Source: an optimization exercise on an open RTL-to-GDS flow (aim: small area and few clock cycles). Production flows keep margins and buffers that such runs may drop.
At most, simulation tests tie the RTL to the original design; equivalence was not proved.
The flow treats the clock pin as an ideal source. Dropping or thinning the clock tree relies on that and would not hold on a real chip.
Power is estimated from default activity; no workload was simulated.

// tacws
module tacws (
    input  wire        clk,
    input  wire        rst,           
    input  wire        cmd_valid,
    output wire        cmd_ready,
    input  wire [47:0] cmd_word,
    output wire        rsp_valid,
    output wire [1:0]  rsp_status,
    output wire [15:0] rsp_data,
    output wire        bus_valid,
    output wire        bus_we,
    output wire [2:0]  bus_addr,
    output wire [15:0] bus_wdata,
    input  wire        bus_ready,
    input  wire [15:0] bus_rdata
);
For scale: roughly 48 flip-flops.
Settings: LEC_CHECK=0, CAP_MARGIN=0, CORE_MARGIN=2, CORE_UTILIZATION=75, SLEW_MARGIN=0; clock period 6.0 ns.
standard.sh (not shown) runs the stock make flow with config.mk's settings and CLKGATE_MAP_FILE= SYNTH_SCRIPT=/design/flow/synth_recipe.tcl, a recipe that flattens the netlist after the stock synthesis.
==> flow/flow/run.sh <==
#!/bin/bash
# ORFS layout through the standard.sh, with these changes:
#  - the ABC mapping script (abc_map.script) maps for area: two rounds of
#    choice-based mapping after fraig/scorr/dc2, and none of ABC's
#    buffering or upsizing (the design has timing slack to spare);
#  - the port buffers are plain buf_1 cells;
set -u
W=$(pwd)
rm -rf "$W/scripts_copy"
cp -r "$FLOW_HOME/scripts" "$W/scripts_copy"
cp "$W/flow/abc_map.script" "$W/scripts_copy/abc_speed.script"
CTS="-sink_clustering_enable -repair_clock_nets -dont_use_dummy_load -buf_list sky130_fd_sc_hd__clkbuf_8"
export BUFFER_PORTS_ARGS="-buffer_cell sky130_fd_sc_hd__buf_1"
export CTS_ARGS="$CTS"
export POST_CTS_TCL="$W/flow/post_cts.tcl"
bash standard.sh "SCRIPTS_DIR=$W/scripts_copy" "CTS_ARGS=$CTS" "POST_CTS_TCL=$W/flow/post_cts.tcl" \
  "BUFFER_PORTS_ARGS=-buffer_cell sky130_fd_sc_hd__buf_1" finish > standard_flow.log 2>&1
==> flow/flow/abc_map.script <==
strash
&get -n
&fraig -x
&put
scorr
dc2
strash
&get -n
&dch -f
&nf -R 1000
&put
strash
&get -n
&dch -f
&nf -R 1000
&put
topo
stime -c
dnsize -c
==> flow/flow/post_cts.tcl <==
set block [ord::get_db_block]
set db [ord::get_db]
set clknet [$block findNet clk]
set roots {}
foreach it [$clknet getITerms] {
  set inst [$it getInst]
  if {[string match "sky130_fd_sc_hd__clkbuf*" [[$inst getMaster] getName]]} { lappend roots $inst }
}
if {[llength $roots] == 1} {
  set root [lindex $roots 0]
  set rootnet [[$root findITerm X] getNet]
  set leaves {}
  foreach it [$rootnet getITerms] {
    if {[$it getInst] ne $root} { lappend leaves $it }
  }
  if {[llength $leaves] <= 4} {
    foreach it $leaves {
      $it disconnect
      $it connect $clknet
    }
    odb::dbInst_destroy $root
    odb::dbNet_destroy $rootnet
    foreach it $leaves {
      [$it getInst] swapMaster [$db findMaster sky130_fd_sc_hd__buf_6]
    }
    puts "post_cts: removed the root clock buffer; clk drives [llength $leaves] buf_6 leaves"
  } else {
    puts "post_cts: root drives [llength $leaves] pins; tree kept"
  }
} else {
  puts "post_cts: [llength $roots] buffers on clk; tree kept"
}
The starting point passed the timing, design-rule and antenna checks.
Testbench counts at the start, summed over its fixed seeds: cycles 22,002.
Next try:
--- a/flow/config.mk
+++ b/flow/config.mk
@@ -10 +10 @@
-export CORE_UTILIZATION = 75
+export CORE_UTILIZATION = 60
Wire length shrinks by 16%.
Global-route usage shrinks by 11 points.
Cell area grows by about 0.45%.
Next try:
--- a/flow/flow/run.sh
+++ b/flow/flow/run.sh
@@ -3,3 +3,2 @@
-#  - the ABC mapping script (abc_map.script) maps for area: two rounds of
-#    choice-based mapping after fraig/scorr/dc2, and none of ABC's
-#    buffering or upsizing (the design has timing slack to spare);
+#  - the ABC mapping script leaves out ABC's buffering and upsizing (the
+#    design has timing slack to spare), so the mapping is smaller;
==> flow/flow/abc_map.script (replaced) <==
&get -n
&st
&dch
&nf -R 1000
&st
&syn2
&if -g -K 6
&synch2
&nf -R 1000
&st
&syn2
&if -g -K 6
&synch2
&nf -R 1000
&st
&syn2
&if -g -K 6
&synch2
&nf -R 1000
&st
&syn2
&if -g -K 6
&synch2
&nf -R 1000
&st
&syn2
&if -g -K 6
&synch2
&nf -R 1000
&put
topo
stime -c
dnsize -c
--- a/flow/config.mk
+++ b/flow/config.mk
@@ -10 +10 @@
-export CORE_UTILIZATION = 60
+export CORE_UTILIZATION = 40
The new run ran to the end with no violations.
Power goes down by 1.9%.
Sequential share of layout area goes down by 2.4 points.
Design area goes up by about 6.5%.
Maximum frequency goes up by 23%.
Setup slack gains 0.69 ns.
Via count goes down by about 1.8%.
Critical path depth goes down by 4.
Utilization goes down by 26 points.


juniper:
Another version of the RTL of tacws (not shown whole).
Size in the first run: ~240 cells after synthesis, roughly 48 flip-flops, roughly 110 I/O pins, roughly 2600 um2 of cells after synthesis.
export LEC_CHECK = 0
export CAP_MARGIN = 0
export CORE_MARGIN = 2
export CORE_UTILIZATION = 40
export SLEW_MARGIN = 0
create_clock -name core_clock -period 6.0 [get_ports {clk}]
==> flow/flow/run.sh <==
#!/bin/bash
# ORFS layout through the standard.sh, with these changes:
#  - the ABC mapping script leaves out ABC's buffering and upsizing (the
#    design has timing slack to spare), so the mapping is smaller;
#  - the port buffers are plain buf_1 cells;
#  - clock tree synthesis inserts no dummy loads.
set -u
W=$(pwd)
rm -rf "$W/scripts_copy"
cp -r "$FLOW_HOME/scripts" "$W/scripts_copy"
cp "$W/flow/abc_map.script" "$W/scripts_copy/abc_speed.script"
CTS="-sink_clustering_enable -repair_clock_nets -dont_use_dummy_load -buf_list sky130_fd_sc_hd__clkbuf_8"
export BUFFER_PORTS_ARGS="-buffer_cell sky130_fd_sc_hd__buf_1"
export CTS_ARGS="$CTS"
bash standard.sh "SCRIPTS_DIR=$W/scripts_copy" "CTS_ARGS=$CTS" \
  "BUFFER_PORTS_ARGS=-buffer_cell sky130_fd_sc_hd__buf_1" finish > standard_flow.log 2>&1
==> flow/flow/abc_map.script <==
&get -n
&st
&dch
&nf -R 1000
&st
&syn2
&if -g -K 6
&synch2
&nf -R 1000
&st
&syn2
&if -g -K 6
&synch2
&nf -R 1000
&st
&syn2
&if -g -K 6
&synch2
&nf -R 1000
&st
&syn2
&if -g -K 6
&synch2
&nf -R 1000
&st
&syn2
&if -g -K 6
&synch2
&nf -R 1000
&put
topo
stime -c
dnsize -c
juniper: flow completed, timing, DRC and antenna clean
--- input diff juniper..quartz ---
# juniper
export LEC_CHECK = 0
export CAP_MARGIN = 0
export CORE_MARGIN = 2
export CORE_UTILIZATION = 40
export SLEW_MARGIN = 0
create_clock -name core_clock -period 6.0 [get_ports {clk}]
# quartz
export LEC_CHECK = 0
export CAP_MARGIN = 20
export CORE_MARGIN = 2
export CORE_UTILIZATION = 40
export SLEW_MARGIN = 20
create_clock -name core_clock -period 6.0 [get_ports {clk}]
--- a/flow/flow/run.sh
+++ b/flow/flow/run.sh
@@ -6 +5,0 @@
-#  - clock tree synthesis inserts no dummy loads.
@@ -15 +14,2 @@
-bash standard.sh "SCRIPTS_DIR=$W/scripts_copy" "CTS_ARGS=$CTS" \
+export POST_CTS_TCL="$W/flow/post_cts.tcl"
+bash standard.sh "SCRIPTS_DIR=$W/scripts_copy" "CTS_ARGS=$CTS" "POST_CTS_TCL=$W/flow/post_cts.tcl" \
==> flow/flow/post_cts.tcl (new file) <==
set block [ord::get_db_block]
set db [ord::get_db]
set clknet [$block findNet clk]
set roots {}
foreach it [$clknet getITerms] {
  set inst [$it getInst]
  if {[string match "sky130_fd_sc_hd__clkbuf*" [[$inst getMaster] getName]]} { lappend roots $inst }
}
if {[llength $roots] == 1} {
  set root [lindex $roots 0]
  set rootnet [[$root findITerm X] getNet]
  set leaves {}
  foreach it [$rootnet getITerms] {
    if {[$it getInst] ne $root} { lappend leaves $it }
  }
  if {[llength $leaves] <= 4} {
    foreach it $leaves {
      $it disconnect
      $it connect $clknet
    }
    odb::dbInst_destroy $root
    odb::dbNet_destroy $rootnet
    foreach it $leaves {
      [$it getInst] swapMaster [$db findMaster sky130_fd_sc_hd__buf_6]
    }
    puts "post_cts: removed the root clock buffer; clk drives [llength $leaves] buf_6 leaves"
  } else {
    puts "post_cts: root drives [llength $leaves] pins; tree kept"
  }
} else {
  puts "post_cts: [llength $roots] buffers on clk; tree kept"
}
## What came out
Re final count of hold timing violations: no difference whatsoever between quartz and juniper.
Diff juniper -> quartz: data required time at the worst endpoint now smaller; global-route usage now smaller.
Summary: with juniper as the reference, multi-input logic area in quartz moved up slightly.
Run comparison: quartz cell type of the slowest stage on the worst timing path and2_0; juniper cell type of the slowest stage on the worst timing path a222oi_1
Comparing juniper and quartz, area growth from synthesis to layout is lower on quartz.
[compare] base=juniper new=quartz: fraction of power consumed by sequential logic rose 2.8 points; global-route wire length before repair moved down.
> inputs changed (quartz -> tundra)
--- a/flow/flow/run.sh
+++ b/flow/flow/run.sh
@@ -5,0 +6 @@
+#  - clock tree synthesis inserts no dummy loads.
@@ -14,2 +15 @@
-export POST_CTS_TCL="$W/flow/post_cts.tcl"
-bash standard.sh "SCRIPTS_DIR=$W/scripts_copy" "CTS_ARGS=$CTS" "POST_CTS_TCL=$W/flow/post_cts.tcl" \
+bash standard.sh "SCRIPTS_DIR=$W/scripts_copy" "CTS_ARGS=$CTS" \
removed: flow/flow/post_cts.tcl
[summary]
tundra finished end to end and its layout was clean on timing, DRC and antenna.
[compare] base=quartz new=tundra: clock period minus worst slack decreased by 0.16 ns relative to the old numbers; number of vias after detailed routing shows an increase of 13; upper clock frequency limit grew by 4.8%.
Between tundra and quartz, the difference in worst hold slack is negligible.
On worst setup slack: tundra sits above quartz.
Compared with quartz, in tundra routability congestion estimate from global placement now sits at about the same level, clock power now sits higher.
Of the two candidates, quartz has the better sum of internal, switching and leakage power and tundra the worse one.
No run of this note included a check of the RTL's function; only the layout flow was run.

==> separate check: timing with driven ports <==
How much do the figures lean on ideal ports? The routed layouts below were timed once more, with nothing changed but the port constraints.
Step 1, drivers: a clkbuf_16 drives clk and a buf_2 each remaining input, both assumed.
Step 2 adds t to the input delays and takes it off the output delays; t is the mean of the earliest and latest rising clock arrival at the registers after step 1. Input paths then give back, and output paths get back, about the clock's delay inside the block.
a / b / c = no drivers / after step 1 / after step 2; a / b = the first two.
run | t (ns) | setup slack, ns | latest minus earliest clock arrival (ns) | cell pins on the clock port's net
the first run of note 1 | 0.172 | 2.436 / 2.469 / 2.297 | 0.013 / 0.012 | 4
the second run of note 1 | 0.167 | 2.278 / 2.278 / 2.278 | 0.023 / 0.023 | 4
the third run of note 1 | 0.174 | 2.965 / 2.907 / 2.836 | 0.014 / 0.013 | 4
juniper | 0.318 | 2.657 / 2.661 / 2.344 | 0.019 / 0.019 | 1
quartz | 0.174 | 2.498 / 2.532 / 2.358 | 0.021 / 0.020 | 4
tundra | 0.323 | 2.657 / 2.663 / 2.340 | 0.020 / 0.020 | 1
After both steps every run listed still meets setup and hold. The setup slack of tundra, which loses most, moves by +0.006 ns with the drivers and by -0.317 ns with both steps.
